Source: an optimization exercise on an open RTL-to-GDS flow (aim: small area, a short achievable clock period and few clock cycles per item). Production flows keep margins and buffers that such runs may drop. Function was checked by simulation only, so behaviour that the tests miss may differ from the original. Power is estimated from default activity; no workload was simulated.

## rc_rx
module rc_rx (
    input  wire        clk,
    input  wire        rst,
    input  wire        ev_valid,
    output wire        ev_ready,
    input  wire [15:0] ev_dt,
    input  wire        ev_edge,
    input  wire [7:0]  cfg_tol,      
    input  wire        cfg_in_en,    
    input  wire        clr_valid,    
    output reg         res_valid,
    output reg  [31:0] res_value,
    output reg  [7:0]  res_len,
    output reg  [31:0] res_unit,
    output reg  [2:0]  res_proto
);
Size in the first run: roughly 1500 flip-flops, ~110 I/O pins.
Settings: LEC_CHECK=0, CAP_MARGIN=20, CORE_MARGIN=2, CORE_UTILIZATION=40, SLEW_MARGIN=20; clock period 20.0 ns.
standard.sh (not shown) runs the stock make flow with config.mk's settings and CLKGATE_MAP_FILE= SYNTH_SCRIPT=/design/flow/synth_recipe.tcl, a recipe that flattens the netlist after the stock synthesis.
==> flow/flow/run.sh <==
#!/bin/bash
# The standard layout, with one change: the buffers that ORFS puts on
# every input and output port are buf_4 cells instead of the slow delay
# buffer buffer_ports picks by default. Everything else is standard.sh.
set -euo pipefail
export BUFFER_PORTS_ARGS="-buffer_cell sky130_fd_sc_hd__buf_4"
bash standard.sh > standard.log 2>&1
Testbench counts at the start, summed over its fixed seeds: cycles 23,064, events 22,061.
Edit:
--- a/flow/design.v
+++ b/flow/design.v
@@ -64,26 +64,25 @@
     output reg  [2:0]  res_proto
 );
     localparam [1:0] DV_IDLE = 2'd0, DV_RUN = 2'd1, DV_TAIL = 2'd2, DV_DONE = 2'd3;
     localparam [1:0] SC_WAIT = 2'd0, SC_BND = 2'd1, SC_SCAN = 2'd2, SC_FAIL = 2'd3;
     localparam [12:0] XMAX = 13'd4301;   
     integer i;
-    reg         rdy;                
-    reg         rdy_n;              
+    reg         rdy;
     reg         a_v, a_e;           
     reg         a_f;                
     reg         a_s;                
     reg  [1:0]  a_ph;               
     reg  [15:0] a_dt;
     reg  [7:0]  a_tol;
     reg         a_big;              
     reg         last_e;             
     reg         ser_c, ser_b;       
     reg         f_le, f_ge, f_z, f_o, f_gt, f_nz;    
     assign ev_ready = rdy;
-    wire accept = ev_valid & ~rdy_n;
+    wire accept = ev_valid & rdy;
     reg  [31:0] eacc;               
     reg  [31:0] g;                  
     reg  [12:0] tbo [0:32];         
     reg  [12:0] tbe [0:32];         
     reg  [6:0]  cnt;
     reg         rep;
@@ -281,13 +280,12 @@
     wire sc_check = ~rs & (sc_st == SC_SCAN) & fv;
     wire sc_take  = ~rs & take;
     wire sc_bnd   = ~rs & (sc_st == SC_BND);
     always @(posedge clk) begin
         if (rst) begin
             rdy       <= 1'b1;
-            rdy_n     <= 1'b0;
             a_v       <= 1'b0;
             last_e    <= 1'b1;
             eacc      <= 32'd0;
             g         <= 32'd0;
             cnt       <= 7'd0;
             rep       <= 1'b0;
@@ -296,21 +294,25 @@
             rs        <= 1'b1;
             dv_st     <= DV_IDLE;
             dp        <= 3'd1;
             sc_st     <= SC_WAIT;
             sp        <= 3'd1;
             fv        <= 1'b0;
+            res_valid <= 1'b0;
+            res_value <= 32'd0;
+            res_len   <= 8'd0;
+            res_unit  <= 32'd0;
+            res_proto <= 3'd0;
         end else begin
             if (accept)
                 a_v <= 1'b1;
             else if (consume)
                 a_v <= 1'b0;
             if (accept)
                 last_e <= in_e;
-            rdy   <= ~(accept & slow) & ~(a_v & stall);
-            rdy_n <= (accept & slow) | (a_v & stall);
+            rdy <= ~(accept & slow) & ~(a_v & stall);
             if (s_ser)
                 eacc <= {ssum[7:0], eacc[31:8]};
             if (act_edge)
                 eacc <= 32'd0;
             if (wr_slot)
                 cnt <= cnt + 7'd1;
@@ -323,12 +325,25 @@
             if (new_frame) begin
                 g   <= d_eff;
                 cnt <= 7'd1;
                 rs  <= 1'b1;
                 rep <= e_gap & e_match & ~rep;
             end
+            if (publish) begin
+                res_valid <= 1'b1;
+                res_value <= scode;
+                res_len   <= {2'b00, cnt[6:1] - ((cnt[0]) ? 6'd0 : 6'd1)};
+                res_unit  <= {2'b00, u_cur};
+                res_proto <= sp;
+            end else if (clr_valid) begin
+                res_valid <= 1'b0;
+                res_value <= 32'd0;
+                res_len   <= 8'd0;
+                res_unit  <= 32'd0;
+                res_proto <= 3'd0;
+            end
             if (rs) begin
                 dv_st <= DV_RUN;
                 dp    <= 3'd1;
             end else begin
                 case (dv_st)
                     DV_RUN:  if (dv_j == 4'd0) dv_st <= DV_TAIL;
@@ -372,23 +387,12 @@
                     end
                     default: ;
                 endcase
             end
         end
     end
-    wire res_ld  = rst | clr_valid | publish;
-    wire res_set = publish & ~rst;
-    always @(posedge clk) begin
-        if (res_ld) begin
-            res_valid <= res_set;
-            res_value <= {32{res_set}} & scode;
-            res_len   <= {8{res_set}} & {2'b00, cnt[6:1] - ((cnt[0]) ? 6'd0 : 6'd1)};
-            res_unit  <= {32{res_set}} & {2'b00, u_cur};
-            res_proto <= {3{res_set}} & sp;
-        end
-    end
     always @(posedge clk) begin
         if (accept) begin
             a_e   <= in_e;
             a_f   <= ~last_e;
             a_s   <= ~in_e | ~last_e;
             a_ph  <= 2'd0;
Worst hold slack degrades by 3.8 ps. Setup slack gains 65 ps. Via count came out higher by 2.3%. Non-clock buffer count went down by 3. Clock power decreases by about 5%. Power decreases by about 4.6%. Clock-buffer cell count goes down by 5. Die area went down by 0.34%. Global-route usage rises by 0.10 points.
Testbench counts after the change, summed over its fixed seeds: cycles 23,064, events 22,061.

* * *

== cedar ==
Another version of the RTL of rc_rx (not shown whole).
Size in the first run: roughly 4900 cells after synthesis, ~1500 flip-flops, ~69000 µm² of cells after synthesis.
export LEC_CHECK = 0
export CAP_MARGIN = 20
export CORE_MARGIN = 2
export CORE_UTILIZATION = 60
export CTS_CLUSTER_DIAMETER = 60
export CTS_CLUSTER_SIZE = 30
export SLEW_MARGIN = 20
create_clock -name core_clock -period 20.0 [get_ports {clk}]
Scripts as last shown in full above: flow/flow/run.sh
Testbench counts of cedar, summed over its fixed seeds: cycles 22,746, events 22,061.
The inputs of maple differ from those of cedar as listed below.
--- a/flow/design.v
+++ b/flow/design.v
@@ -60,18 +60,33 @@
     output reg         res_valid,
     output reg  [31:0] res_value,
     output reg  [7:0]  res_len,
     output reg  [31:0] res_unit,
     output reg  [2:0]  res_proto
 );
     localparam [1:0] DV_IDLE = 2'd0, DV_RUN = 2'd1, DV_TAIL = 2'd2, DV_DONE = 2'd3;
     localparam [1:0] SC_WAIT = 2'd0, SC_BND = 2'd1, SC_SCAN = 2'd2, SC_FAIL = 2'd3;
     integer i;
+    function ge13;
+        input [12:0] a;
+        input [12:0] b;
+        integer j;
+        reg gt, eq;
+        begin
+            gt = 1'b0;
+            eq = 1'b1;
+            for (j = 12; j >= 0; j = j - 1) begin
+                gt = gt | (eq & a[j] & ~b[j]);
+                eq = eq & (a[j] | ~b[j]) & (~a[j] | b[j]);
+            end
+            ge13 = gt | eq;
+        end
+    endfunction
     reg         rdy;                
     reg         rdy_n;              
     reg         a_v, a_e;           
     reg         a_f;                
     reg         a_s;                
     reg  [1:0]  a_ph;               
     reg  [15:0] a_dt;
     reg  [7:0]  a_tol;
     reg         a_big;              
@@ -125,19 +140,19 @@
     wire [31:0] d_eff   = a_f ? eacc : {16'd0, a_dt};
     wire        edge_v  = a_v & a_e;
     wire [17:0] sf      = {2'b00, a_dt} - {1'b0, g[16:0]};
     wire        m_fast  = ~|g[31:17] & ((sf <= 18'd200) | (sf >= 18'h3FF38));
     wire [8:0]  ssum    = {1'b0, eacc[7:0]} + {1'b0, a_dt[7:0]} + {8'd0, ser_c};
     wire [7:0]  sgb     = g[{a_ph, 3'b000} +: 8];
     wire [8:0]  sdif    = {1'b0, ssum[7:0]} - {1'b0, sgb} - {8'd0, ser_b};
     wire        f_gap   = f_nz | f_gt;
     wire        f_match = ser_b ? (f_o & f_ge) : (f_z & f_le);
-    wire        sc_avail = need <= cnt;
+    wire        sc_avail = ge13({6'd0, cnt}, {6'd0, need});
     wire        sc_done  = (sc_st == SC_FAIL) | ((sc_st == SC_SCAN) & ~fv & ~sc_avail);
     wire        t_ok     = (a_tol == t_cur) & ~rs;
     wire        s_ser    = a_v & a_s;
     wire        ser_last = s_ser & (a_ph == 2'd3);
     wire        act_ok   = ~a_s;
     wire        e_gap    = a_f ? f_gap : a_big;
     wire        e_match  = a_f ? f_match : m_fast;
     wire        dec_big  = edge_v & act_ok & e_gap & e_match & rep & (cnt > 7'd7);
     wire        stall    = (s_ser & ~(~a_e & ser_last)) | (dec_big & ~(t_ok & sc_done));
@@ -286,27 +301,28 @@
     wire [3:0]  kk_n = (bk == 3'd1) ? ((sp == 3'd3) ? p_zl[3:0] : p_oh[3:0]) : p_ol[3:0];
     wire        inv  = (sp == 3'd6);
     wire [12:0] rd_o = tbo[ia];
     wire [12:0] rd_e = tbe[ib];
     function in_rng;
         input [12:0] x;
         input [14:0] lo;
         input [13:0] hi;
         begin
-            in_rng = (lo[14] | (~lo[13] & (x >= lo[12:0]))) & (hi[13] | (x <= hi[12:0]));
+            in_rng = (lo[14] | (~lo[13] & ge13(x, lo[12:0]))) & (hi[13] | ge13(hi[12:0], x));
         end
     endfunction
     wire x_zero  = in_rng(x_r, zh_lo, zh_hi);
     wire x_one   = in_rng(x_r, oh_lo, oh_hi);
     wire is_zero = x_zero & in_rng(y_r, zl_lo, zl_hi);
     wire is_one  = x_one & in_rng(y_r, ol_lo, ol_hi);
     wire x_fail  = (sp == 3'd3) & (bk >= 3'd3) & fv & ~(x_zero | x_one);
-    wire sc_fetch = ~rs & (((sc_st == SC_BND) & ~fv) | (sc_st == SC_SCAN)) & sc_avail;
+    wire sc_byp   = wr_slot & (need == cnt + 7'd1);
+    wire sc_fetch = ~rs & (((sc_st == SC_BND) & ~fv) | (sc_st == SC_SCAN)) & (sc_avail | sc_byp);
     wire sc_check = ~rs & (sc_st == SC_SCAN) & fv;
     wire sc_take  = ~rs & take;
     wire sc_bnd   = ~rs & (sc_st == SC_BND);
     always @(posedge clk) begin
         rst_q <= rst;
         if (rst) begin
             rdy       <= 1'b0;
             rdy_n     <= 1'b1;
             a_v       <= 1'b0;
@@ -537,18 +553,18 @@
                     if (sp != 3'd3) begin zl_lo <= n_lo; zl_hi <= n_hi; end
                 end
                 3'd3: begin zl_lo <= n_lo; zl_hi <= n_hi; end
                 3'd4: begin ol_lo <= n_lo; ol_hi <= n_hi; end
                 default: ;
             endcase
         end
         if (sc_fetch) begin
             x_r  <= inv ? rd_e : rd_o;
-            y_r  <= inv ? rd_o : rd_e;
+            y_r  <= sc_byp ? d_eff[12:0] : inv ? rd_o : rd_e;
             ia   <= ia + 6'd1;
             ib   <= ib + 6'd1;
             need <= need + 7'd2;
         end
         if (sc_check)
             scode <= {scode[30:0], ~is_zero};
     end
 endmodule
--- outcome ---
Start point of the critical path: res_len[4] -> cedar, res_len[2] -> maple. As far as die width is concerned, cedar and maple perform about the same. STATUS final standard cell area without fillers: maple wins against cedar. Across both runs, row count was lower for maple than for cedar. maple: initial antenna violation count 1 below cedar. Final cycle utilization of the critical path across maple and cedar: no real change. Diff cedar -> maple: final cell count now smaller; number of non-clock buffers in the layout now larger. Delta (maple minus cedar): setup slack went up 0.015 ns, first-pass GRT wire length went down about 1.6%, achievable frequency held, met3 layer wire length in the routed design went down about 23%.
Testbench counts of maple, summed over its fixed seeds: cycles 22,687, events 22,061.

* * *

rc_rx, a different RTL version from the one above (not shown whole).
Size in the first run: roughly 4900 cells after synthesis, about 110 I/O pins, roughly 0.068 mm^2 of cells after synthesis.
// rc_rx
module rc_rx (
    input  wire        clk,
    input  wire        rst,
    input  wire        ev_valid,
    output wire        ev_ready,
    input  wire [15:0] ev_dt,
    input  wire        ev_edge,
    input  wire [7:0]  cfg_tol,      
    input  wire        cfg_in_en,    
    input  wire        clr_valid,    
    output reg         res_valid,
    output reg  [31:0] res_value,
    output reg  [7:0]  res_len,
    output reg  [31:0] res_unit,
    output reg  [2:0]  res_proto
);
export LEC_CHECK = 0
export CAP_MARGIN = 20
export CORE_MARGIN = 2
export CORE_UTILIZATION = 60
export CTS_CLUSTER_DIAMETER = 60
export CTS_CLUSTER_SIZE = 30
export SLEW_MARGIN = 20
create_clock -name core_clock -period 20.0 [get_ports {clk}]
Scripts as last shown in full above: flow/flow/run.sh
The starting point finished clean.
Testbench counts at the start, summed over its fixed seeds: cycles 22,687, events 22,061.
Edit:
--- a/flow/design.v
+++ b/flow/design.v
@@ -107,15 +107,14 @@
     reg         rst_q;              
     wire in_big = ev_dt > 16'd4300;
     wire in_e   = ev_edge & cfg_in_en;
     wire slow   = ~in_e | ~last_e | (rep & (cnt >= 7'd7) & in_big);
     reg  [1:0]  dv_st;
     reg  [2:0]  dp;
     reg  [8:0]  ds1, ds2, ds3;      
-    reg         dv_fresh;           
     reg  [3:0]  dv_j;               
     reg  [2:0]  nib;
     reg  [6:0]  dv_r;
     reg  [29:0] dv_u;
     reg  [2:0]  dq;                 
     reg         dq_v;
     reg  [6:0]  tra;                
@@ -189,15 +188,15 @@
         begin
             gdig = v[3*j +: 3];
         end
     endfunction
     wire [2:0] dq_new;
     wire [6:0] dr_new;
     rc_div40 u_step (
-        .r     (dv_fresh ? 7'd0 : dv_r),
+        .r     (dv_r),
         .nib   (nib),
         .s1    (ds1),
         .s2    (ds2),
         .s3    (ds3),
         .q     (dq_new),
         .r_out (dr_new)
     );
@@ -228,15 +227,15 @@
         end
     endfunction
     wire [26:0] sm_nxt  = smul(dp + 3'd1);
     wire [6:0]  s_nxt   = rs ? 7'd31 : sm_nxt[6:0];
     wire        w4      = (g_top == 4'd4);
     wire        sk2     = w4 & ({1'b0, g[14:9]} < s_nxt);
     wire        sk1     = w4 & ~sk2 & ({4'b0000, g[14:12]} < s_nxt);
-    wire [6:0]  r_prep  = sk2 ? {1'b0, g[14:9]} : {4'b0000, g[14:12]};
+    wire [6:0]  r_prep  = sk2 ? {1'b0, g[14:9]} : sk1 ? {4'b0000, g[14:12]} : 7'd0;
     wire [3:0]  j_prep  = sk2 ? 4'd2 : sk1 ? 4'd3 : g_top;
     wire [2:0]  n_prep  = sk2 ? g[8:6] : sk1 ? g[11:9] : gdig(g33, g_top);
     wire        prep    = rs | (dv_step & (dv_j == 4'd0));
     wire [9:0]  tm_lo = tmul2(dq[1:0], t_cur, t_x3);
     wire [9:0]  tm_hi = dq[2] ? {t_cur, 2'b00} : 10'd0;
     wire [11:0] tn = {2'b00, tra, 3'b000} + {2'b00, trb, 3'b000} +
                      {2'b00, tm_lo} + {2'b00, tm_hi};
@@ -485,15 +484,14 @@
         if (prep)
             dv_r <= r_prep;
         else if (dv_step)
             dv_r <= dr_new;
         dq    <= dq_new;
         if (rs) begin
             {ds3, ds2, ds1} <= smul(3'd1);
-            dv_fresh <= ~(sk1 | sk2);
             dv_j  <= j_prep;
             nib   <= n_prep;
             dv_u  <= 30'd0;
             dq_v  <= 1'b0;
             tra   <= 7'd0;
             trb   <= 7'd0;
             tq    <= 21'd0;
@@ -503,22 +501,20 @@
                 tra <= trr;
                 trb <= tn[6:0];
                 tq  <= {tq[17:0] + {12'd0, tqb, 3'b000}, tq2[2:0]};
                 tqb <= tq2[5:3];
             end
             if (dv_step) begin
                 dv_u  <= {dv_first ? 27'd0 : dv_u[26:0], dq_new};
-                dv_fresh <= 1'b0;
                 dv_j  <= dv_j - 4'd1;
                 nib   <= gdig(g33, dv_j - 4'd1);
                 dq_v  <= 1'b1;
                 if (dv_j == 4'd0) begin
                     {ds3, ds2, ds1} <= sm_nxt;
-                    dv_fresh <= ~(sk1 | sk2);
-                    dv_j  <= j_prep;
+                            dv_j  <= j_prep;
                     nib   <= n_prep;
                 end
             end else begin
                 dq_v  <= 1'b0;
             end
             if (dv_first & dv_step) begin
                 tra   <= 7'd0;
After rerunning:
- The changed run completed with no timing, DRC or antenna violations
- setup slack is worse by 0.0066 ns
- hold slack barely changes
- non-clock buffer count grows by 14
- sequential power stays flat
- routed wire length shrinks by 0.31%
Testbench counts after the change, summed over its fixed seeds: cycles 22,687, events 22,061.

## what the ideal ports hide
No port has a modelled driver above. Below, the same layouts with a new extraction and two added sets of constraints.
Step 1 sets driving cells, clkbuf_16 on the clock port and buf_2 on the other inputs (assumed; they add their load-dependent delay and slew).
Step 2, shift: input delay + t, output delay - t, t = (earliest + latest rising clock arrival at the registers) / 2. This alone moves slack from input paths to output paths.
Three values: ideal, step 1, step 2; two values: the first two.
| run | shift t [ns] | slack for setup (ns) | slew at the worst register clock pin (ns) | cell pins on the clock port's net |
|---|---|---|---|---|
| the first run of note 1 | 0.866 | 14.364 / 14.287 / 13.953 | 0.06 / 0.06 | 1 |
| the second run of note 1 | 0.861 | 14.429 / 14.342 / 14.082 | 0.07 / 0.07 | 1 |
| cedar | 0.798 | 14.527 / 14.449 / 13.937 | 0.10 / 0.10 | 1 |
| maple | 0.805 | 14.542 / 14.469 / 13.916 | 0.10 / 0.10 | 1 |
| the first run of note 3 | 0.811 | 14.480 / 14.480 / 14.149 | 0.10 / 0.10 | 1 |
| the second run of note 3 | 0.804 | 14.474 / 14.400 / 13.942 | 0.10 / 0.10 | 1 |
After both steps setup and hold are still met in every run listed. For maple, which loses most, drivers alone change the setup slack by -0.073 ns; drivers and shift together by -0.626 ns.
